Context: an optimization exercise on an open-source flow, tuned for small area, a short achievable clock period and few clock cycles per item. The choices shown serve that exercise and are no tape-out recipe.
Function was checked by simulation only, so behaviour that the tests miss may differ from the original.

**flow/design.v**
```verilog
module sha256_engine (
    input  wire         clk,
    input  wire         rst,         
    input  wire         start,       
    input  wire [15:0]  msg_len,     
    input  wire         in_valid,
    output wire         in_ready,
    input  wire [31:0]  in_data,
    output reg          busy,
    output reg          done,
    output wire [255:0] digest
);
    reg [31:0] R [0:15];         
    reg [31:0] a, b, c, d, e, f, g, h;
    reg [31:0] HA0, HA1, HA2, HA3, HE0, HE1, HE2, HE3;
    reg        first;            
    reg        running;          
    reg        grp;              
    reg [6:0]  rv;               
    reg [3:0]  pos;              
    reg [4:0]  nrx;              
    reg        lastf;            
    reg [14:0] wleft;            
    reg [1:0]  lrem;             
    reg        p80;              
    reg [15:0] len;
    assign digest = {HA0, HA1, HA2, HA3, HE0, HE1, HE2, HE3};
    reg [31:0] k_nx;
    always @(*) begin
        case (rv[5:0])
            6'd0: k_nx = 32'h71374491; 6'd1: k_nx = 32'hb5c0fbcf;
            6'd2: k_nx = 32'he9b5dba5; 6'd3: k_nx = 32'h3956c25b;
            6'd4: k_nx = 32'h59f111f1; 6'd5: k_nx = 32'h923f82a4;
            6'd6: k_nx = 32'hab1c5ed5; 6'd7: k_nx = 32'hd807aa98;
            6'd8: k_nx = 32'h12835b01; 6'd9: k_nx = 32'h243185be;
            6'd10: k_nx = 32'h550c7dc3; 6'd11: k_nx = 32'h72be5d74;
            6'd12: k_nx = 32'h80deb1fe; 6'd13: k_nx = 32'h9bdc06a7;
            6'd14: k_nx = 32'hc19bf174; 6'd15: k_nx = 32'he49b69c1;
            6'd16: k_nx = 32'hefbe4786; 6'd17: k_nx = 32'h0fc19dc6;
            6'd18: k_nx = 32'h240ca1cc; 6'd19: k_nx = 32'h2de92c6f;
            6'd20: k_nx = 32'h4a7484aa; 6'd21: k_nx = 32'h5cb0a9dc;
            6'd22: k_nx = 32'h76f988da; 6'd23: k_nx = 32'h983e5152;
            6'd24: k_nx = 32'ha831c66d; 6'd25: k_nx = 32'hb00327c8;
            6'd26: k_nx = 32'hbf597fc7; 6'd27: k_nx = 32'hc6e00bf3;
            6'd28: k_nx = 32'hd5a79147; 6'd29: k_nx = 32'h06ca6351;
            6'd30: k_nx = 32'h14292967; 6'd31: k_nx = 32'h27b70a85;
            6'd32: k_nx = 32'h2e1b2138; 6'd33: k_nx = 32'h4d2c6dfc;
            6'd34: k_nx = 32'h53380d13; 6'd35: k_nx = 32'h650a7354;
            6'd36: k_nx = 32'h766a0abb; 6'd37: k_nx = 32'h81c2c92e;
            6'd38: k_nx = 32'h92722c85; 6'd39: k_nx = 32'ha2bfe8a1;
            6'd40: k_nx = 32'ha81a664b; 6'd41: k_nx = 32'hc24b8b70;
            6'd42: k_nx = 32'hc76c51a3; 6'd43: k_nx = 32'hd192e819;
            6'd44: k_nx = 32'hd6990624; 6'd45: k_nx = 32'hf40e3585;
            6'd46: k_nx = 32'h106aa070; 6'd47: k_nx = 32'h19a4c116;
            6'd48: k_nx = 32'h1e376c08; 6'd49: k_nx = 32'h2748774c;
            6'd50: k_nx = 32'h34b0bcb5; 6'd51: k_nx = 32'h391c0cb3;
            6'd52: k_nx = 32'h4ed8aa4a; 6'd53: k_nx = 32'h5b9cca4f;
            6'd54: k_nx = 32'h682e6ff3; 6'd55: k_nx = 32'h748f82ee;
            6'd56: k_nx = 32'h78a5636f; 6'd57: k_nx = 32'h84c87814;
            6'd58: k_nx = 32'h8cc70208; 6'd59: k_nx = 32'h90befffa;
            6'd60: k_nx = 32'ha4506ceb; 6'd61: k_nx = 32'hbef9a3f7;
            6'd62: k_nx = 32'hc67178f2; default: k_nx = 32'h428a2f98;
        endcase
    end
    reg [31:0] k_t;             
    function [31:0] rotr(input [31:0] x, input integer r);
        rotr = (x >> r) | (x << (32 - r));
    endfunction
    function [31:0] bsig0(input [31:0] x);
        bsig0 = rotr(x, 2) ^ rotr(x, 13) ^ rotr(x, 22);
    endfunction
    function [31:0] bsig1(input [31:0] x);
        bsig1 = rotr(x, 6) ^ rotr(x, 11) ^ rotr(x, 25);
    endfunction
    function [31:0] ssig0(input [31:0] x);
        ssig0 = rotr(x, 7) ^ rotr(x, 18) ^ (x >> 3);
    endfunction
    function [31:0] ssig1(input [31:0] x);
        ssig1 = rotr(x, 17) ^ rotr(x, 19) ^ (x >> 10);
    endfunction
    function [31:0] csa_s(input [31:0] x, input [31:0] y, input [31:0] z);
        csa_s = x ^ y ^ z;
    endfunction
    function [31:0] csa_c(input [31:0] x, input [31:0] y, input [31:0] z);
        csa_c = ((x & y) | (x & z) | (y & z)) << 1;
    endfunction
    wire [31:0] s1  = bsig1(e);
    wire [31:0] s0  = bsig0(a);
    wire [31:0] ch  = (e & f) | (~e & g);
    wire [31:0] maj = (a & b) | (a & c) | (b & c);
    wire [31:0] wt  = R[15];
    wire [31:0] p0s = csa_s(h, k_t, wt),  p0c = csa_c(h, k_t, wt);
    wire [31:0] e1s = csa_s(p0s, p0c, d), e1c = csa_c(p0s, p0c, d);
    wire [31:0] e2s = csa_s(e1s, e1c, ch), e2c = csa_c(e1s, e1c, ch);
    wire [31:0] e3s = csa_s(e2s, e2c, s1), e3c = csa_c(e2s, e2c, s1);
    wire [31:0] e_new = e3s + e3c;
    wire [31:0] q1s = csa_s(s1, s0, ch),    q1c = csa_c(s1, s0, ch);
    wire [31:0] a1s = csa_s(p0s, p0c, maj), a1c = csa_c(p0s, p0c, maj);
    wire [31:0] a2s = csa_s(a1s, a1c, q1s), a2c = csa_c(a1s, a1c, q1s);
    wire [31:0] a3s = csa_s(a2s, a2c, q1c), a3c = csa_c(a2s, a2c, q1c);
    wire [31:0] a_new = a3s + a3c;
    wire [31:0] w1s = csa_s(R[0], R[9], ssig0(R[1]));
    wire [31:0] w1c = csa_c(R[0], R[9], ssig0(R[1]));
    wire [31:0] w2s = csa_s(w1s, w1c, ssig1(R[14]));
    wire [31:0] w2c = csa_c(w1s, w1c, ssig1(R[14]));
    wire [31:0] w_next = w2s + w2c;
    wire start_acc = start && !busy;
    wire ffin      = running && rv[6];               
    wire sched     = running && !rv[6] && (rv[5:4] != 2'b00 || rv[3:0] == 4'd15)
                     && rv[5:0] != 6'd63;            
    wire last_blk  = lastf;
    wire [3:0] pos_nx  = ffin ? 4'd0 : pos + 4'd1;
    wire [4:0] nrx_eff = ffin ? 5'd0 : nrx;
    wire fill_ok   = busy && !(running && !rv[6] && (rv[5:4] != 2'b00 || rv[3:0] == 4'd15))
                     && !(ffin && last_blk);
    wire want_new  = fill_ok && !nrx_eff[4] && (pos_nx == nrx_eff[3:0]);
    wire msg_word  = (wleft != 15'd0);
    assign in_ready = want_new && msg_word;
    wire wr        = want_new && (!msg_word || in_valid);
    reg [31:0] pad_word;
    integer    i;
    always @(*) begin
        if (wleft > 15'd1)
            pad_word = in_data;
        else if (wleft == 15'd1) begin
            for (i = 0; i < 4; i = i + 1) begin
                if (lrem == 2'd0 || i < lrem)
                    pad_word[31 - 8*i -: 8] = in_data[31 - 8*i -: 8];
                else if (i == lrem)
                    pad_word[31 - 8*i -: 8] = 8'h80;
                else
                    pad_word[31 - 8*i -: 8] = 8'h00;
            end
        end else
            pad_word = p80 ? 32'h80000000 : 32'h0;
        if (last_blk && nrx_eff == 5'd14)
            pad_word = 32'h0;
        else if (last_blk && nrx_eff == 5'd15)
            pad_word = {13'd0, len, 3'b000};
    end
    wire       rot   = (running && rv[6:2] == 5'b01111 && rv[1:0] != 2'b00) || ffin
                       || (busy && !running && grp) || start_acc;
    wire [1:0] kidx  = pos[1:0] - {1'b0, running};
    wire       load  = rot && (kidx == 2'd3);
    reg  [31:0] iva, ive;
    always @(*) begin
        case (kidx)
            2'd0: begin iva = 32'ha54ff53a; ive = 32'h5be0cd19; end
            2'd1: begin iva = 32'h3c6ef372; ive = 32'h1f83d9ab; end
            2'd2: begin iva = 32'hbb67ae85; ive = 32'h9b05688c; end
            default: begin iva = 32'h6a09e667; ive = 32'h510e527f; end
        endcase
    end
    wire [31:0] tapa = first ? iva : HA3;
    wire [31:0] tape = first ? ive : HE3;
    wire [31:0] suma = tapa + (running ? a : 32'd0);
    wire [31:0] sume = tape + (running ? e : 32'd0);
    wire [4:0] nrx_nx     = nrx_eff + {4'd0, wr};
    wire       running_nx = running ? (rv[6] ? (!last_blk && wr) :
                                       (rv[5:0] < 6'd15) ? ({1'b0, rv[3:0]} + 5'd1 < nrx_nx) : 1'b1)
                                    : (busy && grp && pos == 4'd15 && nrx_nx != 5'd0);
    always @(posedge clk) begin
        for (i = 0; i < 15; i = i + 1)
            R[i] <= R[i + 1];
        R[15] <= wr ? pad_word : (sched ? w_next : R[0]);
        k_t   <= (running && !rv[6]) ? k_nx : 32'h428a2f98;
        if (load) begin
            a <= suma; b <= HA0; c <= HA1; d <= HA2;
            e <= sume; f <= HE0; g <= HE1; h <= HE2;
        end else begin
            h <= g; g <= f; f <= e; e <= e_new;
            d <= c; c <= b; b <= a; a <= a_new;
        end
        if (rot) begin
            HA0 <= suma; HA1 <= HA0; HA2 <= HA1; HA3 <= HA2;
            HE0 <= sume; HE1 <= HE0; HE2 <= HE1; HE3 <= HE2;
        end
        if (start_acc) begin
            len   <= msg_len;
            lrem  <= msg_len[1:0];
            p80   <= (msg_len[1:0] == 2'd0);
            wleft <= {1'b0, msg_len[15:2]} + {14'd0, (msg_len[1:0] != 2'd0)};
            lastf <= (msg_len < 16'd56);
        end else begin
            if (wr) begin
                if (msg_word)
                    wleft <= wleft - 15'd1;
                else
                    p80 <= 1'b0;
            end
            if (ffin)
                lastf <= (wleft < 15'd14) || (wleft == 15'd14 && lrem != 2'd0);
        end
        if (rst) begin
            busy    <= 1'b0;
            done    <= 1'b0;
            first   <= 1'b1;
            running <= 1'b0;
            grp     <= 1'b0;
            rv      <= 7'd0;
            pos     <= 4'd12;
            nrx     <= 5'd0;
        end else begin
            done    <= ffin && last_blk;
            running <= running_nx;
            rv      <= (running && !rv[6]) ? rv + 7'd1 : 7'd0;
            if (start_acc) begin
                busy  <= 1'b1;
                first <= 1'b1;
                pos   <= 4'd13;
                grp   <= 1'b1;
                nrx   <= 5'd0;
            end else begin
                if (ffin) begin
                    first <= last_blk;
                    if (last_blk)
                        busy <= 1'b0;
                end
                if (busy && !(ffin && last_blk))
                    pos <= pos_nx;
                else
                    pos <= 4'd12;
                nrx <= nrx_nx;
                grp <= busy && !(ffin && last_blk) && !running_nx &&
                       (pos_nx == 4'd12 || (grp && pos_nx[3:2] == 2'b11));
            end
        end
    end
endmodule
```
**flow/constraint.sdc**
```tcl
create_clock -name core_clock -period 10.0 [get_ports {clk}]
set_input_delay 2.0000 -clock core_clock [delete_from_list [all_inputs] [get_ports {clk}]]
set_output_delay 2.0000 -clock core_clock [all_outputs]
set_load 0.01 [all_outputs]
```
**flow/config.mk**
```make
export PLATFORM = sky130hd
export DESIGN_NAME = sha256_engine
export DESIGN_NICKNAME = sha256_engine
export VERILOG_FILES = /design/flow/design.v
export SDC_FILE = /design/flow/constraint.sdc
export NUM_CORES = 4
export LEC_CHECK = 0
export CAP_MARGIN = 20
export CORE_MARGIN = 2
export CORE_UTILIZATION = 40
export PLACE_DENSITY = 0.6
export SETUP_SLACK_MARGIN = 5
export SLEW_MARGIN = 20
```
**flow/run.sh**
```bash
#!/bin/bash
# synth_recipe.tcl (not shown) runs the flow's synth.tcl, then flattens the netlist and writes it again
# the make line also repeats each setting of config.mk as NAME=value (left out here)
make -C /OpenROAD-flow-scripts/flow DESIGN_CONFIG=/design/flow/config.mk WORK_HOME=/design/flow/orfs CLKGATE_MAP_FILE= SYNTH_SCRIPT=/design/flow/synth_recipe.tcl finish
```
==> impl_metrics.yaml, run 1 <==
status:
  status: "no timing/DRC/antenna violations"
die:
  initial_core_util: 0.404
  placementRows: 132
  die_y_um: 366
  io_pins: 311
  die_w_um: 366
  die_area_um2: 134000
  coreArea_um2: 130000
yosys:
  synth_warnings: 2
  syn_avg_cell_area_um2: 10.3
  async_reset_ff_frac: 0
  synth-seq-cells: 1110
  dominantRegCellSynth: "dfxtp_1"
  synthesis.area_um2: 52500
  ys_seq_area_frac: 0.479
  synth_edf_count: 289
  postSynthCellCount: 5092
  netlist-cell-type-count: 88
  synthesis.nets: 5628
sta:
  worst_slew_pin_slew_ns: 1.20
  setup_viol: 0
  fmax_ghz: 0.200
  fin_crit_ns: 5.00
  relSlewSlack: 0.192
  grt_setup_unrepaired: "true"
  drv_slew: 0
  period_share: 0.500
  hold_viol: 0
  setup_ws_ns: 5.00
  fin_skew_ns: 0.0456
routing:
  wl_per_cell_um: 25.1
  firstDrtPassIters: 5
  drt_iter0_markers: 3605
  vias_per_cell: 5.28
  vias: 38042
  antenna_left: 0
  wl_um: 181000
  remaining_drc_errors: 0
clock_tree:
  root_buffer: "clkbuf_16"
  cts_tree: "yes"
  clk_latency_ns: 0.77
  cts_buffers: 112
  cts-hold-fix-buffers: 0
  clk_path_buf_depth: 3
  clk_pin_slew_ns: 0.07
  cts_num_sinks: 1110
  cts-htree-levels: 3
final_layout:
  fin_util: 0.484
  areaGrowthSynthToFinish_pct: 19.7
  drive_above_1_share: 0.113
  largest_reg_flops: 512
  regArea_um2: 25300
  finalNetCount: 5895
  multiInputGateArea_um2: 26100
  top_register: "R"
  fillers: 11997
placement:
  io_buffers: 310
  hpwlAfterDp_um: 139000
  dp_slack_ns: 3.92
  gp_congestion: 0.967
global_routing:
  grt_max_degree: 201
  grt_use_total: 0.263
  antenna_found_initial: 10
  grt_pass1_vias: 37180
  grt_overflow_total: 0
  grt_pass1_wl_um: 259000
critical_path:
  start_kind: "flop"
  critPathKind: "reg -> reg"
  cp.required_ns: 10.64
  arrival_ns: 5.64
  worst-path-max-fanout: 6
  worstSetupEndpointType: "flop"
worst_hold_path:
  min_path_type: "reg -> reg"
flow_run:
  max-cap-violations: 0
==> layout by cell type, fill, tap and decap left out, types with 21 or more instances in the layout <==
master           instances
dfxtp_2                 59
clkbuf_1                28
and3_1                  22
a21o_1                  70
maj3_1                  30
clkdlybuf4s50_1        309
ha_1                   175
o22ai_1                 24
clkbuf_16              112
nand2_1                803
mux2_2                  35
fa_2                    21
edfxtp_1               289
nor3_1                  49
buf_4                   72
o21a_1                  29
o21ai_0                204
xnor2_2                 28
nand3_1                 54
fa_1                   261
nor2b_1                 32
inv_1                  409
a21oi_1                228
xnor2_1                327
a211oi_1                41
nand4_1                 22
dfxtp_1                737
and2_1                  73
xor2_1                  90
nand2b_1                35
dfxtp_4                 25
nor2_1                 229
o211ai_1                35
a31oi_1                 23
==> synth_stat cells (37+ instances only) <==
| master | instances | share of area |
|---|---|---|
| a211oi_1 | 46 | 0.0066 |
| a21o_1 | 70 | 0.010 |
| a21oi_1 | 236 | 0.023 |
| and2_1 | 74 | 0.0088 |
| clkbuf_1 | 209 | 0.015 |
| dfxtp_1 | 821 | 0.31 |
| edfxtp_1 | 289 | 0.17 |
| fa_1 | 282 | 0.11 |
| ha_1 | 202 | 0.048 |
| inv_1 | 424 | 0.030 |
| mux2_2 | 45 | 0.0097 |
| nand2_1 | 808 | 0.058 |
| nand2b_1 | 37 | 0.0044 |
| nand3_1 | 55 | 0.0052 |
| nor2_1 | 236 | 0.017 |
| nor3_1 | 51 | 0.0049 |
| o21ai_0 | 226 | 0.022 |
| xnor2_1 | 358 | 0.060 |
| xor2_1 | 104 | 0.017 |
==> path summary, 6_finish.rpt <==
check	slack, ns	cells past startpoint	to	from
min	0.32	0	R[3][5]$_DFF_P_	R[4][5]$_DFF_P_
min reg2reg	0.32	0	R[3][5]$_DFF_P_	R[4][5]$_DFF_P_
max	5.00	18	a[31]$_DFF_P_	e[8]$_DFF_P_
max reg2reg	5.00	18	a[31]$_DFF_P_	e[8]$_DFF_P_
==> cell type report <==
type | instances | share of cell area
flip-flops and latches | 1110 | 0.402
inverters | 426 | 0.0257
repair buffers | 391 | 0.0600
multi-input cells | 3318 | 0.416
diodes | 3 | 0.000119
clock buffers | 160 | 0.0507
clock inverters | 52 | 0.0106
well taps | 1742 | 0.0347
==> layer usage <==
metal	track usage	wire length, um	vias to the layer above
met5	0	41	-
met4	0.111	9010	6
met3	0.0463	12300	343
met2	0.414	81000	1421
met1	0.358	78300	18815
li1	-	-	17457
==> timing repair <==
item / 4_1_cts / 5_1_grt
gates resized for setup: 202 / 148
setup endpoints to repair: 91 / 51
pin swaps: 20 / 92
buffers inserted: 9 / 39
==> cell families after synthesis <==
group                    share of synthesized area
multiplexers                                0.0128
adder cells (fa/ha/maj)                      0.162
AND/OR/NAND/NOR                              0.117
buffers and inverters                       0.0477
XOR/XNOR                                    0.0771
AO/OA/AOI/OAI                                0.105
flip-flops                                   0.479
==> stage by stage <==
step                area, um^2  hold WS (ns)  setup TNS (ns)  cells
floorplan                52700         0.310          -48.39   5092
global placement         57200         0.310               0   6938
detailed placement       57200         0.312               0   6939
CTS                      61900         0.313               0   7160
global route             62800         0.323               0   7199
finish                   62800         0.315               0   7202
==> critical path, cell delays in order (launching register included) <==
cell       delay [ns]
dfxtp_4          0.45
mux2_4           0.37
fa_1             0.54
inv_1            0.05
fa_1             0.54
inv_1            0.06
fa_1             0.49
ha_4             0.33
o211ai_1         0.16
a2111oi_4        0.40
a22oi_2          0.16
o21ai_2          0.27
buf_4            0.16
nand4_1          0.13
nand4_1          0.12
o211ai_1         0.13
o21ai_1          0.18
xnor2_1          0.09
mux2_2           0.25
Testbench counts, summed over its fixed seeds: cycles 216,073, items 960.
==> inputs of run 2 (changes only) <==
--- a/flow/config.mk
+++ b/flow/config.mk
@@ -8,6 +8,7 @@
 export CAP_MARGIN = 20
 export CORE_MARGIN = 2
 export CORE_UTILIZATION = 40
+export CTS_BUF_LIST = sky130_fd_sc_hd__clkbuf_4 sky130_fd_sc_hd__clkbuf_8
 export PLACE_DENSITY = 0.6
 export SETUP_SLACK_MARGIN = 5
 export SLEW_MARGIN = 20
==> run 2 against run 1 <==
Compared with the run above: still clean; count of clock-buffer cells in the layout up 124; utilization grew 0.22 points; global-route usage increased by 0.21 points; synthesized cell count is the same; sequential share of layout area shrank 0.20 points; area after synthesis unchanged; design area grew 0.46%; critical path depth is 2 higher; critical path type unchanged.
==> impl_metrics.yaml, run 2 <==
clock_tree:
  root_buffer: "clkbuf_8"
  clk_pin_slew_ns: 0.07
  cts_num_sinks: 1110
  cts-hold-fix-buffers: 0
  clk_path_buf_depth: 3
  cts-htree-levels: 4
  cts_tree: "yes"
  clk_latency_ns: 0.94
  cts_buffers: 181
sta:
  holdWs_ns: 0.300
  hold_viol: 0
  fmax_ghz: 0.200
  period_share: 0.499
  relSlewSlack: 0.175
  fin_skew_ns: 0.0466
  setup_ws_ns: 5.01
  fin_crit_ns: 4.99
  worst_slew_pin_slew_ns: 1.23
  grt_setup_unrepaired: "true"
  drv_slew: 0
  setup_viol: 0
placement:
  io_buffers: 310
  placedCellCount: 6939
  gp_congestion: 0.967
  hpwlAfterDp_um: 139000
  placed_area_um2: 57200
  dp_slack_ns: 3.92
yosys:
  synthesis.area_um2: 52500
  synth_warnings: 2
  yosys.cell_count.top_type: "dfxtp_1"
  dominantRegCellSynth: "dfxtp_1"
  ys_seq_area_frac: 0.479
  synthesis.nets: 5628
  postSynthCellCount: 5092
  synth_common_cells: "821 x dfxtp_1, 808 x nand2_1, 424 x inv_1, 358 x xnor2_1, 289 x edfxtp_1"
  async_reset_ff_frac: 0
  synth.largest_area_cell: "dfxtp_1"
  synth_edf_count: 289
  ys_top_cells_by_area: "dfxtp_1 31%, edfxtp_1 17%, fa_1 11%, xnor2_1 6.0%, nand2_1 5.8%"
  syn_avg_cell_area_um2: 10.3
  synth_top_cell_area_share: 0.313
  synth-seq-cells: 1110
  netlist-cell-type-count: 88
final_layout:
  largest_reg_flops: 512
  areaGrowthSynthToFinish_pct: 20.3
  final_cell_mix: "802 x nand2_1, 742 x dfxtp_1, 411 x inv_1"
  final_cells: 7334
  finalNetCount: 5973
  postLayoutCellArea_um2: 63100
  layout_commonest_cell: "nand2_1"
  drive_above_1_share: 0.136
  fillers: 12024
  fin_util: 0.486
  top_register: "R"
critical_path:
  cp.required_ns: 10.82
  path_cells: "inv_2 -> fa_2 -> xor2_2 -> xnor2_2 -> fa_1 -> fa_1 -> ha_2 -> inv_2 -> fa_2 -> nor2b_4 -> o31ai_4 -> a31oi_4 -> buf_6 -> a41oi_4 -> a221oi_2 -> buf_4 -> a211o_1 -> a221oi_2 -> xnor2_1 -> mux2_2"
  arrival_ns: 5.81
  crit_buf_inv: 4
  worstSetupEndpointType: "flop"
  crit_path_top_delay_cell: "fa_2"
  crit_path_max_incr_delay_ns: 0.62
  crit_family: "adder cells"
  crit_cells: 20
  r2r_cells: 20
  critPathKind: "reg -> reg"
  worst-path-max-fanout: 3
  start_kind: "flop"
routing:
  vias: 38571
  drt_iter0_markers: 3375
  wl_um: 182000
  wl_per_cell_um: 24.8
  firstDrtPassIters: 6
  remaining_drc_errors: 0
  antenna_left: 0
  vias_per_cell: 5.26
die:
  die_y_um: 366
  die_w_um: 366
  placementRows: 132
  coreArea_um2: 130000
  initial_core_util: 0.404
  die_area_um2: 134000
  io_pins: 311
worst_hold_path:
  min_path_type: "reg -> reg"
  holdPathStages: 0
global_routing:
  grt_pass1_wl_um: 261000
  grt_use_total: 0.265
  grt_pass1_vias: 37885
  grt_overflow_total: 0
  antenna_found_initial: 11
  grt_max_degree: 201
status:
  status: "no timing/DRC/antenna violations"
flow_run:
  max-cap-violations: 0
run 2: cell counts after synthesis:
Identical to the previous run, type by type.
run 2: per-stage QoR:
step           TNS [ns]
6_report              0
5_1_grt               0
4_1_cts               0
3_5_place_dp          0
3_3_place_gp          0
2_1_floorplan    -48.39
run 2: cells by family (layout without fill, tap and decap cells):
logic type | after synthesis | in the layout | synth area share
buf+inv | 664 | 1159 | 0.0477
other cells | 0 | 5 | 0
flops | 1110 | 1110 | 0.479
xor+xnor | 462 | 462 | 0.0771
simple gates | 1410 | 1410 | 0.117
fa+ha+maj | 515 | 515 | 0.162
compound gates | 872 | 872 | 0.105
mux | 59 | 59 | 0.0128
run 2: layer usage:
metal,global-route usage,wire length (um)
met1,0.357,78700
met2,0.419,82700
met4,0.108,7830
met3,0.0519,12500
met5,0,54
run 2: worst paths after layout:
path	slack, ns	end	startpoint
max	5.01	e[31]$_DFF_P_	R[15][1]$_DFF_P_
min	0.30	R[7][20]$_DFF_P_	R[8][20]$_DFF_P_
max reg2reg	5.01	e[31]$_DFF_P_	R[15][1]$_DFF_P_
min reg2reg	0.30	R[7][20]$_DFF_P_	R[8][20]$_DFF_P_
run 2: area by class of cell:
cell class              count  area [um^2]  share of cell area
inverters                 426         1620              0.0256
multi-input cells        3318        26100               0.414
clock buffers             284         3550              0.0562
well taps                1742         2180              0.0345
clock inverters            49          534             0.00847
flip-flops and latches   1110        25300               0.400
repair buffers            400         3850              0.0610
diodes                      5         12.5            0.000198
run 2: repair_timing:
item	CTS	global route
pin swaps	25	92
setup endpoints to repair	96	43
buffers inserted	15	42
cloned	0	0
gates resized for setup	200	148
run 2: worst reg2reg max path, cell delays in order (launching register included):
cell and delay (ns):
dfxtp_2 0.33, inv_2 0.04, fa_2 0.62, xor2_2 0.23, xnor2_2 0.15, fa_1 0.46
fa_1 0.49, ha_2 0.20, inv_2 0.06, fa_2 0.22, nor2b_4 0.06, o31ai_4 0.26
a31oi_4 0.15, buf_6 0.15, a41oi_4 0.21, a221oi_2 0.10, buf_4 0.17, a211o_1 0.33
a221oi_2 0.27, xnor2_1 0.10, mux2_2 0.27
==> inputs of run 3 (changes only) <==
--- a/flow/config.mk
+++ b/flow/config.mk
@@ -7,8 +7,7 @@
 export LEC_CHECK = 0
 export CAP_MARGIN = 20
 export CORE_MARGIN = 2
-export CORE_UTILIZATION = 40
-export CTS_BUF_LIST = sky130_fd_sc_hd__clkbuf_4 sky130_fd_sc_hd__clkbuf_8
-export PLACE_DENSITY = 0.6
+export CORE_UTILIZATION = 60
+export PLACE_DENSITY = 0.75
 export SETUP_SLACK_MARGIN = 5
 export SLEW_MARGIN = 20
==> run 3 against run 2 <==
Compared with the run above: still clean on timing, DRC and antenna; critical path depth fell by 6; utilization rose by 23 points; cell count fell by 9.8%; via count rose by 1.2%; first-iteration DRC count rose by 20%; largest cell class unchanged.
==> impl_metrics.yaml, run 3 <==
status:
  status: "no timing/DRC/antenna violations"
routing:
  vias: 39030
  antenna_left: 0
  firstDrtPassIters: 8
  remaining_drc_errors: 0
  vias_per_cell: 5.90
  drt_iter0_markers: 4059
  wl_um: 175000
  wl_per_cell_um: 26.4
sta:
  period_share: 0.500
  finalSetupTns_ns: 0
  fmax_ghz: 0.200
  worst_slew_pin_slew_ns: 1.12
  hold_viol: 0
  drv_slew: 0
  setup_viol: 0
  fin_skew_ns: 0.0497
  fin_crit_ns: 5.00
  relSlewSlack: 0.252
  grt_setup_unrepaired: "true"
global_routing:
  busiest_layer: "met2"
  grtUsageMet1: 0.487
  grt_overflow_total: 0
  grt_use_total: 0.381
  antenna_found_initial: 5
  grt_pass1_vias: 38022
  grtUsageMet3: 0.0659
  grt_pass1_wl_um: 250000
  met2_usage: 0.605
  grt_max_degree: 217
placement:
  placedCellCount: 6354
  gp_congestion: 1.03
  hpwlAfterDp_um: 130000
  io_buffers: 310
final_layout:
  finalNetCount: 5900
  final_cell_mix: "801 x nand2_1, 749 x dfxtp_1, 408 x inv_1"
  largest_reg_flops: 512
  areaGrowthSynthToFinish_pct: 18.4
  top_register: "R"
  layout_commonest_cell: "nand2_1"
  drive_above_1_share: 0.111
  final_cells: 6615
clock_tree:
  cts-htree-levels: 3
  cts_num_sinks: 1110
  clk_path_buf_depth: 3
  clk_pin_slew_ns: 0.06
  cts_tree: "yes"
  cts_buffers: 109
  root_buffer: "clkbuf_16"
  clk_latency_ns: 0.72
die:
  die_w_um: 300
  die_y_um: 300
  initial_core_util: 0.605
  coreArea_um2: 86800
  die_area_um2: 89800
  placementRows: 108
  io_pins: 311
worst_hold_path:
  min_path_type: "reg -> reg"
yosys:
  synth_warnings: 2
  syn_avg_cell_area_um2: 10.3
  postSynthCellCount: 5092
  synthesis.nets: 5628
  yosys.cell_count.top_type: "dfxtp_1"
  dominantRegCellSynth: "dfxtp_1"
  synth-seq-cells: 1110
  synthesis.area_um2: 52500
  ys_seq_area_frac: 0.479
  synth_edf_count: 289
  synth.largest_area_cell: "dfxtp_1"
  synth_top_cell_area_share: 0.313
  ys_top_cells_by_area: "dfxtp_1 31%, edfxtp_1 17%, fa_1 11%, xnor2_1 6.0%, nand2_1 5.8%"
  async_reset_ff_frac: 0
  synth_common_cells: "821 x dfxtp_1, 808 x nand2_1, 424 x inv_1, 358 x xnor2_1, 289 x edfxtp_1"
  netlist-cell-type-count: 88
critical_path:
  cp.required_ns: 10.52
  worst-path-max-fanout: 6
  crit_path_max_incr_delay_ns: 0.58
  path_cells: "xnor2_1 -> fa_1 -> fa_1 -> ha_2 -> a211oi_4 -> o211ai_1 -> a31o_1 -> a41o_1 -> a31o_2 -> a41o_1 -> o21a_1 -> o21ai_1 -> mux2i_1 -> o21ai_0"
  crit_path_top_delay_cell: "dfxtp_1"
  start_kind: "flop"
  crit_buf_inv: 0
  worstSetupEndpointType: "flop"
  critPathKind: "reg -> reg"
  arrival_ns: 5.52
  crit_family: "compound AO/OA/AOI/OAI gates"
flow_run:
  max-cap-violations: 0
==> run 3: repair_timing <==
| action | CTS | global route |
|---|---|---|
| buffers inserted | 25 | 25 |
| pin swaps | 32 | 85 |
| setup endpoints to repair | 175 | 55 |
| gates resized for setup | 192 | 139 |
| cloned | 1 | 3 |
| hold buffers | 0 | 0 |
==> run 3: cells by family after synthesis <==
| logic type | after synthesis | share of synthesized area |
|---|---|---|
| simple gates | 1410 | 0.117 |
| mux | 59 | 0.0128 |
| fa+ha+maj | 515 | 0.162 |
| buf+inv | 664 | 0.0477 |
| compound gates | 872 | 0.105 |
| flops | 1110 | 0.479 |
| xor+xnor | 462 | 0.0771 |
==> run 3: worst register-to-register path, cell delays in order (launching register included) <==
cell,delay (ns)
dfxtp_1,0.58
xnor2_1,0.18
fa_1,0.56
fa_1,0.58
ha_2,0.33
a211oi_4,0.29
o211ai_1,0.25
a31o_1,0.32
a41o_1,0.30
a31o_2,0.29
a41o_1,0.30
o21a_1,0.20
o21ai_1,0.19
mux2i_1,0.24
o21ai_0,0.19
==> run 3: path summary, 6_finish.rpt <==
kind | from | end | slack, ns | cells after the start
worst max-delay path | R[1][14]$_DFF_P_ | R[15][24]$_DFF_P_ | 5.00 | 14
worst min-delay path | R[11][7]$_DFF_P_ | R[10][7]$_DFF_P_ | 0.31 | 0
worst max register to register | R[1][14]$_DFF_P_ | R[15][24]$_DFF_P_ | 5.00 | 14
worst min register to register | R[11][7]$_DFF_P_ | R[10][7]$_DFF_P_ | 0.31 | 0
==> run 3: cell type report <==
| type | instances | area, um^2 |
|---|---|---|
| inverters | 426 | 1610 |
| fillers | 6239 | 24600 |
| repair buffers | 398 | 3930 |
| diodes | 3 | 7.51 |
| clock buffers | 142 | 3080 |
| clock inverters | 62 | 779 |
| multi-input cells | 3319 | 26000 |
| well taps | 1155 | 1450 |
| flip-flops and latches | 1110 | 25200 |
==> run 3: layer usage <==
metal,share of wire,vias up
met5,0.000046,-
met4,0.074,2
met3,0.088,484
met2,0.46,2092
met1,0.38,18981
li1,-,17471
==> run 3: stage by stage <==
step / setup WS, ns / hold slack, ns / cell area [um^2] / util
after floorplan: -0.279 / 0.310 / 52700 / -
after global placement: 3.81 / 0.310 / 56500 / 0.651
after detailed placement: 3.74 / 0.312 / 56500 / 0.651
after CTS: 4.94 / 0.313 / 61300 / 0.706
after global routing: 4.82 / 0.324 / 62100 / 0.716
final: 5.00 / 0.311 / 62100 / 0.716
==> inputs of run 4 (changes only) <==
--- a/flow/design.v
+++ b/flow/design.v
@@ -4,7 +4,7 @@
     input  wire         start,       
     input  wire [15:0]  msg_len,     
     input  wire         in_valid,
-    output wire         in_ready,
+    output reg          in_ready,
     input  wire [31:0]  in_data,
     output reg          busy,
     output reg          done,
@@ -90,9 +90,9 @@
     wire [31:0] maj = (a & b) | (a & c) | (b & c);
     wire [31:0] wt  = R[15];
     wire [31:0] p0s = csa_s(h, k_t, wt),  p0c = csa_c(h, k_t, wt);
-    wire [31:0] e1s = csa_s(p0s, p0c, d), e1c = csa_c(p0s, p0c, d);
-    wire [31:0] e2s = csa_s(e1s, e1c, ch), e2c = csa_c(e1s, e1c, ch);
-    wire [31:0] e3s = csa_s(e2s, e2c, s1), e3c = csa_c(e2s, e2c, s1);
+    wire [31:0] e1s = csa_s(d, ch, s1),     e1c = csa_c(d, ch, s1);
+    wire [31:0] e2s = csa_s(p0s, p0c, e1s), e2c = csa_c(p0s, p0c, e1s);
+    wire [31:0] e3s = csa_s(e2s, e2c, e1c), e3c = csa_c(e2s, e2c, e1c);
     wire [31:0] e_new = e3s + e3c;
     wire [31:0] q1s = csa_s(s1, s0, ch),    q1c = csa_c(s1, s0, ch);
     wire [31:0] a1s = csa_s(p0s, p0c, maj), a1c = csa_c(p0s, p0c, maj);
@@ -115,7 +115,6 @@
                      && !(ffin && last_blk);
     wire want_new  = fill_ok && !nrx_eff[4] && (pos_nx == nrx_eff[3:0]);
     wire msg_word  = (wleft != 15'd0);
-    assign in_ready = want_new && msg_word;
     wire wr        = want_new && (!msg_word || in_valid);
     reg [31:0] pad_word;
     integer    i;
@@ -159,6 +158,26 @@
     wire       running_nx = running ? (rv[6] ? (!last_blk && wr) :
                                        (rv[5:0] < 6'd15) ? ({1'b0, rv[3:0]} + 5'd1 < nrx_nx) : 1'b1)
                                     : (busy && grp && pos == 4'd15 && nrx_nx != 5'd0);
+    wire       stop_nx   = ffin && last_blk;
+    wire       n_busy    = !rst && (start_acc || (busy && !stop_nx));
+    wire       n_first   = rst || start_acc || (ffin ? last_blk : first);
+    wire       n_running = !rst && running_nx;
+    wire [6:0] n_rv      = (!rst && running && !rv[6]) ? rv + 7'd1 : 7'd0;
+    wire [3:0] n_pos     = (rst || (!start_acc && !(busy && !stop_nx))) ? 4'd12 :
+                           start_acc ? 4'd13 : pos_nx;
+    wire [4:0] n_nrx     = (rst || start_acc) ? 5'd0 : nrx_nx;
+    wire       n_grp     = !rst && (start_acc || (busy && !stop_nx && !running_nx &&
+                           (pos_nx == 4'd12 || (grp && pos_nx[3:2] == 2'b11))));
+    wire       n_lastf   = start_acc ? (msg_len < 16'd56) :
+                           ffin ? ((wleft < 15'd14) || (wleft == 15'd14 && lrem != 2'd0)) : lastf;
+    wire       n_msgword = start_acc ? (msg_len != 16'd0) :
+                           (wr && msg_word) ? (wleft != 15'd1) : msg_word;
+    wire       n_ffin    = n_running && n_rv[6];
+    wire       n_fill_ok = n_busy && !(n_running && !n_rv[6] && (n_rv[5:4] != 2'b00 || n_rv[3:0] == 4'd15))
+                           && !(n_ffin && n_lastf);
+    wire [3:0] n_pos_nx  = n_ffin ? 4'd0 : n_pos + 4'd1;
+    wire [4:0] n_nrx_eff = n_ffin ? 5'd0 : n_nrx;
+    wire       n_want    = n_fill_ok && !n_nrx_eff[4] && (n_pos_nx == n_nrx_eff[3:0]);
     always @(posedge clk) begin
         for (i = 0; i < 15; i = i + 1)
             R[i] <= R[i + 1];
@@ -175,12 +194,12 @@
             HA0 <= suma; HA1 <= HA0; HA2 <= HA1; HA3 <= HA2;
             HE0 <= sume; HE1 <= HE0; HE2 <= HE1; HE3 <= HE2;
         end
+        lastf <= n_lastf;
         if (start_acc) begin
             len   <= msg_len;
             lrem  <= msg_len[1:0];
             p80   <= (msg_len[1:0] == 2'd0);
             wleft <= {1'b0, msg_len[15:2]} + {14'd0, (msg_len[1:0] != 2'd0)};
-            lastf <= (msg_len < 16'd56);
         end else begin
             if (wr) begin
                 if (msg_word)
@@ -188,42 +207,15 @@
                 else
                     p80 <= 1'b0;
             end
-            if (ffin)
-                lastf <= (wleft < 15'd14) || (wleft == 15'd14 && lrem != 2'd0);
         end
-        if (rst) begin
-            busy    <= 1'b0;
-            done    <= 1'b0;
-            first   <= 1'b1;
-            running <= 1'b0;
-            grp     <= 1'b0;
-            rv      <= 7'd0;
-            pos     <= 4'd12;
-            nrx     <= 5'd0;
-        end else begin
-            done    <= ffin && last_blk;
-            running <= running_nx;
-            rv      <= (running && !rv[6]) ? rv + 7'd1 : 7'd0;
-            if (start_acc) begin
-                busy  <= 1'b1;
-                first <= 1'b1;
-                pos   <= 4'd13;
-                grp   <= 1'b1;
-                nrx   <= 5'd0;
-            end else begin
-                if (ffin) begin
-                    first <= last_blk;
-                    if (last_blk)
-                        busy <= 1'b0;
-                end
-                if (busy && !(ffin && last_blk))
-                    pos <= pos_nx;
-                else
-                    pos <= 4'd12;
-                nrx <= nrx_nx;
-                grp <= busy && !(ffin && last_blk) && !running_nx &&
-                       (pos_nx == 4'd12 || (grp && pos_nx[3:2] == 2'b11));
-            end
-        end
+        busy     <= n_busy;
+        done     <= !rst && ffin && last_blk;
+        first    <= n_first;
+        running  <= n_running;
+        grp      <= n_grp;
+        rv       <= n_rv;
+        pos      <= n_pos;
+        nrx      <= n_nrx;
+        in_ready <= n_want && n_msgword;
     end
 endmodule
==> flow/flow/run.sh (new file) <==
#!/bin/bash
# Standard layout, with a tighter setup target for timing repair and the
# smallest buffer on the ports. Each tool's output goes to the ORFS logs
# under orfs/logs; make's own output goes to make.log here.
set -euo pipefail
bash standard.sh SETUP_SLACK_MARGIN=6 "BUFFER_PORTS_ARGS=-buffer_cell sky130_fd_sc_hd__buf_1" finish > make.log 2>&1
==> flow/standard.sh (new file) <==
#!/bin/bash
# synth_recipe.tcl (not shown) runs the flow's synth.tcl, then flattens the netlist and writes it again
# the make line also repeats each setting of config.mk as NAME=value (left out here)
make -C /OpenROAD-flow-scripts/flow DESIGN_CONFIG=/design/flow/config.mk WORK_HOME=/design/flow/orfs CLKGATE_MAP_FILE= SYNTH_SCRIPT=/design/flow/synth_recipe.tcl "${@:-finish}"
--- a/flow/config.mk
+++ b/flow/config.mk
@@ -7,7 +7,6 @@
 export LEC_CHECK = 0
 export CAP_MARGIN = 20
 export CORE_MARGIN = 2
-export CORE_UTILIZATION = 60
-export PLACE_DENSITY = 0.75
-export SETUP_SLACK_MARGIN = 5
+export CORE_UTILIZATION = 40
+export PLACE_DENSITY = 0.6
 export SLEW_MARGIN = 20
removed: flow/run.sh
==> run 4 against run 3 <==
Compared with the run above: sequential cell count increased by 1; count of clock-buffer cells in the layout increased by 17; worst setup slack improved by 0.059 ns; largest cell class unchanged; still clean; sequential share of layout area decreased by 1.6 points; maximum frequency increased by 1.2%; first-iteration DRC count increased by 7.3%; area after synthesis decreased by 0.12%.
==> impl_metrics.yaml, run 4 <==
final_layout:
  largest_reg_flops: 512
  regArea_um2: 25300
  final_cells: 7337
  areaGrowthSynthToFinish_pct: 24.0
  drive_above_1_share: 0.187
  layout_commonest_cell: "nand2_1"
  multiInputGateArea_um2: 28000
  finalNetCount: 6049
  top_register: "R"
  fillers: 11693
  final_cell_mix: "779 x nand2_1, 729 x dfxtp_1, 445 x inv_1"
die:
  die_area_um2: 134000
  die_w_um: 366
  coreArea_um2: 130000
  initial_core_util: 0.404
  io_pins: 311
  die_y_um: 366
  placementRows: 132
sta:
  fin_skew_ns: 0.0939
  worst_slew_pin_slew_ns: 0.917
  drv_slew: 0
  setup_viol: 0
  holdWs_ns: 0.257
  finalSetupTns_ns: 0
  period_share: 0.494
  fin_crit_ns: 4.94
  grt_setup_unrepaired: "true"
  setup_ws_ns: 5.06
  relSlewSlack: 0.388
  fmax_ghz: 0.202
  hold_viol: 0
clock_tree:
  cts_num_sinks: 1111
  cts-htree-levels: 3
  cts_tree: "yes"
  cts_buffers: 113
  clk_pin_slew_ns: 0.07
  clk_path_buf_depth: 3
  root_buffer: "clkbuf_16"
  clk_latency_ns: 0.80
routing:
  wl_per_cell_um: 25.2
  firstDrtPassIters: 8
  vias_per_cell: 5.41
  drt_iter0_markers: 4354
  antenna_left: 0
  wl_um: 185000
  remaining_drc_errors: 0
  vias: 39685
yosys:
  synth.largest_area_cell: "dfxtp_1"
  async_reset_ff_frac: 0
  netlist-cell-type-count: 84
  synth_edf_count: 288
  synth_top_cell_area_share: 0.314
  ys_top_cells_by_area: "dfxtp_1 31%, edfxtp_1 17%, fa_1 12%, xnor2_1 5.8%, nand2_1 5.7%"
  dominantRegCellSynth: "dfxtp_1"
  synth_warnings: 2
  synthesis.area_um2: 52400
  synth_common_cells: "823 x dfxtp_1, 793 x nand2_1, 473 x inv_1, 345 x xnor2_1, 309 x fa_1"
  postSynthCellCount: 5055
  synthesis.nets: 5614
  synth-seq-cells: 1111
  ys_seq_area_frac: 0.479
  syn_avg_cell_area_um2: 10.4
  yosys.cell_count.top_type: "dfxtp_1"
critical_path:
  crit_path_max_incr_delay_ns: 0.56
  worstSetupEndpointType: "flop"
  path_common_cell: "fa_1"
  crit_buf_inv: 3
  cp.required_ns: 10.62
  worst-path-max-fanout: 5
  path_cells: "xnor2_4 -> xnor2_4 -> inv_2 -> fa_1 -> fa_1 -> inv_1 -> fa_1 -> ha_4 -> a21oi_4 -> nor2_4 -> a211oi_4 -> nor3_4 -> a221oi_4 -> buf_6 -> o21ai_4 -> o22a_2 -> a221oi_2 -> xnor2_1 -> a211o_1"
  crit_path_top_delay_cell: "fa_1"
  arrival_ns: 5.56
  crit_family: "adder cells"
  critPathKind: "reg -> reg"
  start_kind: "flop"
placement:
  gp_congestion: 0.973
  io_buffers: 310
  hpwlAfterDp_um: 132000
  dp_slack_ns: 3.74
  placedCellCount: 6907
status:
  status: "no timing/DRC/antenna violations"
worst_hold_path:
  min_path_type: "reg -> reg"
global_routing:
  grt_pass1_wl_um: 263000
  antenna_found_initial: 5
  grt_overflow_total: 0
  grt_use_total: 0.267
  grt_max_degree: 102
  grt_pass1_vias: 38420
flow_run:
  max-cap-violations: 0
==> run 4: what timing repair did <==
| action | in CTS | in global routing |
|---|---|---|
| setup buffers | 124 | 72 |
| setup endpoints to repair | 446 | 234 |
| pin swaps | 212 | 198 |
| hold buffers | 0 | 0 |
| cloned | 13 | 1 |
| gates resized for setup | 569 | 269 |
==> run 4: cell families after synthesis <==
family | share of synthesized area
AO/OA/AOI/OAI | 0.107
flip-flops | 0.479
buffers and inverters | 0.0507
multiplexers | 0.0122
adder cells (fa/ha/maj) | 0.166
XOR/XNOR | 0.0727
AND/OR/NAND/NOR | 0.112
==> run 4: path summary, 6_finish.rpt <==
check / depth (start not counted) / slack, ns / to / start
max: 19 / 5.06 / e[31]$_DFF_P_ / e[14]$_DFF_P_
min: 0 / 0.26 / R[12][28]$_DFF_P_ / R[13][28]$_DFF_P_
max reg2reg: 19 / 5.06 / e[31]$_DFF_P_ / e[14]$_DFF_P_
min reg2reg: 0 / 0.26 / R[12][28]$_DFF_P_ / R[13][28]$_DFF_P_
==> run 4: final cells by class <==
cell class,instances,area share
multi-input cells,3242,0.431
flip-flops and latches,1111,0.390
repair buffers,549,0.0556
clock buffers,159,0.0501
well taps,1742,0.0335
inverters,473,0.0276
clock inverters,56,0.0115
diodes,5,0.000193
==> run 4: layer usage <==
metal / vias to the layer above / routed length [um] / part of all wire / track usage
met5: - / 0 / 0 / 0
met4: 0 / 8010 / 0.043 / 0.107
li1: 17620 / - / - / -
met2: 2012 / 81200 / 0.44 / 0.402
met3: 347 / 16600 / 0.089 / 0.0463
met1: 19706 / 79300 / 0.43 / 0.379
==> run 4: through the flow <==
step                      utilization  area, um^2
after floorplan                     -       52700
after global placement          0.426       55300
after detailed placement        0.426       55300
after CTS                       0.487       63200
after global routing            0.501       65000
final                           0.501       65000
Testbench counts of run 4, summed over its fixed seeds: cycles 216,073, items 960.
==> inputs of run 5 (changes only) <==
==> flow/run.sh (new file) <==
#!/bin/bash
# synth_recipe.tcl (not shown) runs the flow's synth.tcl, then flattens the netlist and writes it again
# the make line also repeats each setting of config.mk as NAME=value (left out here)
make -C /OpenROAD-flow-scripts/flow DESIGN_CONFIG=/design/flow/config.mk WORK_HOME=/design/flow/orfs CLKGATE_MAP_FILE= SYNTH_SCRIPT=/design/flow/synth_recipe.tcl finish
--- a/flow/config.mk
+++ b/flow/config.mk
@@ -9,4 +9,5 @@
 export CORE_MARGIN = 2
 export CORE_UTILIZATION = 40
 export PLACE_DENSITY = 0.6
+export SETUP_SLACK_MARGIN = 5
 export SLEW_MARGIN = 20
removed: flow/flow/run.sh
removed: flow/standard.sh
==> run 5 against run 4 <==
Compared with the run above: worst hold slack gained 0.062 ns; register-to-register slack got worse by 0.10 ns; worst setup slack worse by 0.10 ns; cell count is 2.0% lower; design area is 2.4% lower; first-iteration DRC count fell by 6.2%; synthesized cell count did not move; via count is 4.5% lower; non-clock buffer count down 128; critical endpoint unchanged.
==> impl_metrics.yaml, run 5 <==
sta:
  holdWs_ns: 0.319
  relSlewSlack: 0.237
  grt_setup_unrepaired: "true"
  fin_crit_ns: 5.04
  setup_ws_ns: 4.96
  drv_slew: 0
  setup_viol: 0
  period_share: 0.504
  finalSetupTns_ns: 0
  fmax_ghz: 0.198
  worst_slew_pin_slew_ns: 1.14
  hold_viol: 0
  fin_skew_ns: 0.0734
routing:
  wl_per_cell_um: 24.3
  antenna_left: 0
  firstDrtPassIters: 6
  remaining_drc_errors: 0
  vias: 37915
  wl_um: 175000
  drt_iter0_markers: 4086
  vias_per_cell: 5.27
die:
  die_y_um: 366
  placementRows: 132
  die_area_um2: 134000
  die_w_um: 366
  coreArea_um2: 130000
  initial_core_util: 0.404
  io_pins: 311
clock_tree:
  cts_tree: "yes"
  root_buffer: "clkbuf_16"
  cts-htree-levels: 3
  cts-hold-fix-buffers: 0
  clk_pin_slew_ns: 0.07
  clk_path_buf_depth: 3
  cts_num_sinks: 1111
  cts_buffers: 112
  clk_latency_ns: 0.78
critical_path:
  worst-path-max-fanout: 5
  cp.required_ns: 10.62
  start_kind: "flop"
  r2r_cells: 18
  arrival_ns: 5.66
  worstSetupEndpointType: "flop"
  critPathKind: "reg -> reg"
yosys:
  muxShareOfSynthArea: 0.0122
  synth_common_cells: "823 x dfxtp_1, 793 x nand2_1, 473 x inv_1, 345 x xnor2_1, 309 x fa_1"
  synth_top_family_by_area: "adder cells"
  async_reset_ff_frac: 0
  netlist-cell-type-count: 84
  synthSimpleGateAreaFrac: 0.112
  syn_avg_cell_area_um2: 10.4
  postSynthCellCount: 5055
  ys_top_cells_by_area: "dfxtp_1 31%, edfxtp_1 17%, fa_1 12%, xnor2_1 5.8%, nand2_1 5.7%"
  synthXorXnorAreaFrac: 0.0727
  yosys.cell_count.top_type: "dfxtp_1"
  dominantRegCellSynth: "dfxtp_1"
  synthAdderAreaFrac: 0.166
  ys_seq_area_frac: 0.479
  synth-seq-cells: 1111
  synth.largest_area_cell: "dfxtp_1"
  synthesis.nets: 5614
  synth_compound_area_frac: 0.107
  synth_top_cell_area_share: 0.314
  synth_edf_count: 288
  synthesis.area_um2: 52400
  synth_warnings: 2
global_routing:
  grt_use_total: 0.252
  grt_overflow_total: 0
  grt_max_degree: 206
  grt_pass1_vias: 37111
  grt_pass1_wl_um: 250000
  antenna_found_initial: 9
final_layout:
  final_cell_mix: "789 x nand2_1, 757 x dfxtp_1, 452 x inv_1"
  layout_commonest_cell: "nand2_1"
  drive_above_1_share: 0.117
  finalNetCount: 5917
  areaGrowthSynthToFinish_pct: 21.0
  postLayoutCellArea_um2: 63400
  largest_reg_flops: 512
  top_register: "R"
placement:
  hpwlAfterDp_um: 132000
  io_buffers: 310
  placed_area_um2: 57300
  dp_slack_ns: 3.69
  gp_congestion: 0.983
worst_hold_path:
  min_path_type: "reg -> reg"
  holdPathStages: 0
status:
  status: "no timing/DRC/antenna violations"
flow_run:
  max-cap-violations: 0
[run 5: cell types whose count changed in the layout (fill, tap and decap cells not counted), moves of 24 or more]
cell             before  now
buf_1               309    0
o21ai_0             166  205
a21oi_2              77   29
xnor2_1             265  296
buf_6                45    7
ha_1                135  174
xnor2_2              61   37
buf_4               167   94
a21oi_1             170  221
ha_4                 49   14
clkdlybuf4s50_1       0  310
dfxtp_1             729  757
[run 5: path summary, 6_finish.rpt]
path	start	slack (ns)	end
hold / removal	R[7][18]$_DFF_P_	0.32	R[6][18]$_DFF_P_
setup / recovery	e[16]$_DFF_P_	4.96	e[31]$_DFF_P_
hold reg to reg	R[7][18]$_DFF_P_	0.32	R[6][18]$_DFF_P_
setup reg to reg	e[16]$_DFF_P_	4.96	e[31]$_DFF_P_
[run 5: kinds of logic (layout without fill, tap and decap cells)]
family          Yosys count  count (layout)
mux                      58              58
flops                  1111            1111
buf+inv                 705            1100
simple gates           1354            1354
other cells               0               1
compound gates          881             881
fa+ha+maj               511             511
xor+xnor                435             435
[run 5: timing repair]
item | 4_1_cts | 5_1_grt
cloned | 0 | 2
pin swaps | 31 | 98
hold endpoints to repair | 0 | 0
resized for setup | 200 | 177
endpoints found under the setup margin | 95 | 55
buffers inserted | 37 | 37
[run 5: final cells by class]
cell class	count	area, um^2
Clock buffer	158	3190
Multi-Input combinational cell	3239	26200
Clock inverter	48	687
Tap cell	1742	2180
Inverter	473	1780
Timing Repair Buffer	421	4110
Fill cell	11966	66400
Antenna cell	1	2.50
Sequential cell	1111	25300
[run 5: worst max-delay path: stages, from the launching register on]
cell and delay (ns):
dfxtp_4 0.42, xnor2_4 0.17, xnor2_2 0.26, inv_2 0.07, fa_1 0.49, fa_1 0.49
inv_1 0.06, fa_1 0.57, ha_4 0.23, a21o_1 0.24, a211oi_4 0.30, nor3_4 0.10
a221oi_4 0.27, buf_6 0.17, o21ai_4 0.07, o22a_2 0.26, a221oi_4 0.36, xnor2_2 0.13
a211o_1 0.26
[run 5: routing by layer]
metal / GRT usage / vias to the layer above / part of all wire
met2: 0.388 / 1555 / 0.44
met3: 0.0449 / 284 / 0.080
met1: 0.362 / 18763 / 0.44
li1: - / 17311 / -
met4: 0.0764 / 2 / 0.033
met5: 0 / - / 0.000074
[run 5: stage by stage]
| stage | utilization | std cells |
|---|---|---|
| 2_1_floorplan | - | 5055 |
| 3_3_place_gp | 0.441 | 6909 |
| 3_5_place_dp | 0.441 | 6910 |
| 4_1_cts | 0.480 | 7153 |
| 5_1_grt | 0.489 | 7192 |
| 6_report | 0.489 | 7193 |
==> inputs of run 6 (changes only) <==
--- a/flow/config.mk
+++ b/flow/config.mk
@@ -8,6 +8,8 @@
 export CAP_MARGIN = 20
 export CORE_MARGIN = 2
 export CORE_UTILIZATION = 40
+export CTS_CLUSTER_DIAMETER = 100
+export CTS_CLUSTER_SIZE = 25
 export PLACE_DENSITY = 0.6
 export SETUP_SLACK_MARGIN = 5
 export SLEW_MARGIN = 20
==> run 6 against run 5 <==
Compared with the run above: still clean; global-route usage shrank 0.38 points; utilization shrank 1.6 points.
==> impl_metrics.yaml, run 6 <==
placement:
  io_buffers: 310
  gp_congestion: 0.983
  hpwlAfterDp_um: 132000
  dp_slack_ns: 3.69
sta:
  relSlewSlack: 0.260
  setup_viol: 0
  fin_skew_ns: 0.0509
  finalSetupTns_ns: 0
  worst_slew_pin_slew_ns: 1.10
  drv_slew: 0
  setup_ws_ns: 4.85
  grt_setup_unrepaired: "true"
  period_share: 0.515
  fin_crit_ns: 5.15
  hold_viol: 0
  fmax_ghz: 0.194
yosys:
  synthSimpleGateAreaFrac: 0.112
  synth_top_cell_area_share: 0.314
  ys_top_cells_by_area: "dfxtp_1 31%, edfxtp_1 17%, fa_1 12%, xnor2_1 5.8%, nand2_1 5.7%"
  synthesis.area_um2: 52400
  synthAdderAreaFrac: 0.166
  synth_edf_count: 288
  muxShareOfSynthArea: 0.0122
  ys_seq_area_frac: 0.479
  netlist-cell-type-count: 84
  async_reset_ff_frac: 0
  synth_common_cells: "823 x dfxtp_1, 793 x nand2_1, 473 x inv_1, 345 x xnor2_1, 309 x fa_1"
  synthXorXnorAreaFrac: 0.0727
  synth_top_family_by_area: "adder cells"
  synth_warnings: 2
  synth-seq-cells: 1111
  yosys.cell_count.top_type: "dfxtp_1"
  synth_compound_area_frac: 0.107
  synth.largest_area_cell: "dfxtp_1"
  postSynthCellCount: 5055
  dominantRegCellSynth: "dfxtp_1"
  syn_avg_cell_area_um2: 10.4
  synthesis.nets: 5614
clock_tree:
  cts-htree-levels: 2
  cts_tree: "yes"
  root_buffer: "clkbuf_16"
  cts-hold-fix-buffers: 0
  clk_path_buf_depth: 3
  cts_buffers: 53
  cts_num_sinks: 1111
  clk_pin_slew_ns: 0.10
  clk_latency_ns: 0.72
die:
  initial_core_util: 0.404
  die_y_um: 366
  die_w_um: 366
  placementRows: 132
  die_area_um2: 134000
  coreArea_um2: 130000
  io_pins: 311
routing:
  vias: 37444
  remaining_drc_errors: 0
  antenna_left: 0
  wl_per_cell_um: 24.4
  firstDrtPassIters: 5
  drt_iter0_markers: 4150
  wl_um: 173000
  vias_per_cell: 5.28
final_layout:
  areaGrowthSynthToFinish_pct: 17.1
  layout_commonest_cell: "nand2_1"
  top_register: "R"
  drive_above_1_share: 0.102
  largest_reg_flops: 512
  final_cell_mix: "789 x nand2_1, 753 x dfxtp_1, 451 x inv_1"
  finalNetCount: 5876
flow_run:
  max-cap-violations: 0
critical_path:
  timing.rr.start: "e[4]$_DFF_P_"
  worstSetupEndpointType: "flop"
  crit_start: "e[4]$_DFF_P_"
  critPathKind: "reg -> reg"
  r2r_cells: 16
  cp.required_ns: 10.57
  arrival_ns: 5.72
  worst-path-max-fanout: 6
  start_kind: "flop"
global_routing:
  grt_use_total: 0.249
  antenna_found_initial: 7
  grt_overflow_total: 0
  grt_pass1_wl_um: 246000
  grt_pass1_vias: 36285
  grt_max_degree: 206
status:
  status: "no timing/DRC/antenna violations"
worst_hold_path:
  hold_start: "R[12][4]$_DFF_P_"
  holdPathStages: 0
  min_path_type: "reg -> reg"
-- run 6: cell count changes in the layout (fill, tap and decap cells not counted), moves of 6 or more --
| cell | before | now |
|---|---|---|
| bufinv_16 | 9 | 0 |
| clkinv_2 | 9 | 0 |
| clkbuf_16 | 116 | 56 |
| buf_4 | 94 | 105 |
| clkbuf_1 | 27 | 19 |
| clkbuf_8 | 17 | 1 |
| clkinvlp_4 | 7 | 1 |
-- run 6: metrics by stage --
stage	util	instance area, um^2	hold WS [ns]	instances
4_1_cts	0.462	59900	0.297	7024
6_report	0.473	61400	0.299	7089
5_1_grt	0.473	61400	0.314	7088
3_3_place_gp	0.441	57200	0.310	6909
3_5_place_dp	0.441	57300	0.312	6910
2_1_floorplan	-	52700	0.310	5055
-- run 6: worst max-delay path: stages, from the launching register on --
cell      delay (ns)
dfxtp_4         0.42
xnor2_2         0.25
xnor2_2         0.14
inv_1           0.07
fa_1            0.47
fa_1            0.55
inv_1           0.05
fa_1            0.44
ha_1            0.35
and2_2          0.22
a221o_2         0.43
a221oi_4        0.46
o21ai_2         0.15
o22a_2          0.27
a221oi_4        0.35
xnor2_2         0.11
a211o_1         0.29
-- run 6: routing by layer --
layer	share of wire	vias up	wire, um	GRT usage
li1	-	17160	-	-
met1	0.45	18585	77800	0.359
met2	0.44	1471	77000	0.386
met3	0.075	228	12900	0.0387
met4	0.031	0	5420	0.0684
met5	0	-	0	0
-- run 6: worst paths after layout --
path | slack, ns | end
worst max-delay path | 4.85 | e[31]$_DFF_P_
worst min-delay path | 0.30 | R[11][4]$_DFF_P_
worst max register to register | 4.85 | e[31]$_DFF_P_
worst min register to register | 0.30 | R[11][4]$_DFF_P_
-- run 6: area by class of cell --
type / instances / area, um^2
Tap cell: 1742 / 2180
Inverter: 473 / 1780
Clock buffer: 73 / 1410
Multi-Input combinational cell: 3239 / 26200
Clock inverter: 11 / 193
Timing Repair Buffer: 439 / 4300
Antenna cell: 1 / 2.50
Fill cell: 12161 / 68400
Sequential cell: 1111 / 25300
-- run 6: cells by family (layout without fill, tap and decap cells) --
kind of cell | count (synthesis) | in the layout
simple gates | 1354 | 1354
flops | 1111 | 1111
compound gates | 881 | 881
buf+inv | 705 | 996
fa+ha+maj | 511 | 511
xor+xnor | 435 | 435
mux | 58 | 58
other cells | 0 | 1
-- run 6: timing repair --
action                                  4_1_cts  5_1_grt
resized for setup                           192      195
cloned                                        0        3
buffers inserted                             30       61
pin swaps                                    25      107
endpoints found under the setup margin       94       76

re-timing with driven ports:
The flow's constraints put no driver on any port. The routed layouts listed below were extracted and timed again, unchanged, in two steps.
Step 1 assumes that a clkbuf_16 drives the clock port and a buf_2 every other input.
Step 2 times the ports against the registers' clock, not the clock port: input delays grow and output delays shrink by t, the midpoint of the rising clock arrivals with the driver on.
Slacks: ideal / step 1 / step 2; pairs: ideal / step 1.
run	t (ns)	setup WS [ns]	worst hold slack (ns)	latest minus earliest clock arrival (ns)	worst slew at a driven data input, ns
run 1	0.829	5.004 / 5.004 / 4.427	0.315 / 0.315 / 0.315	0.045 / 0.046	0.05
run 2	0.996	5.011 / 5.011 / 4.331	0.300 / 0.300 / 0.300	0.059 / 0.059	0.05
run 3	0.773	5.000 / 4.976 / 4.525	0.311 / 0.311 / 0.311	0.057 / 0.056	0.07
run 4	0.830	5.059 / 5.059 / 5.059	0.257 / 0.257 / 0.257	0.094 / 0.094	0.06
run 5	0.822	4.956 / 4.956 / 4.340	0.319 / 0.319 / 0.319	0.074 / 0.074	0.05
run 6	0.784	4.845 / 4.845 / 4.417	0.299 / 0.299 / 0.299	0.057 / 0.057	0.05
After both steps setup and hold are still met in every run listed. The setup slack of run 2, which loses most, moves by 0.000 ns with the drivers and by -0.680 ns with both steps.
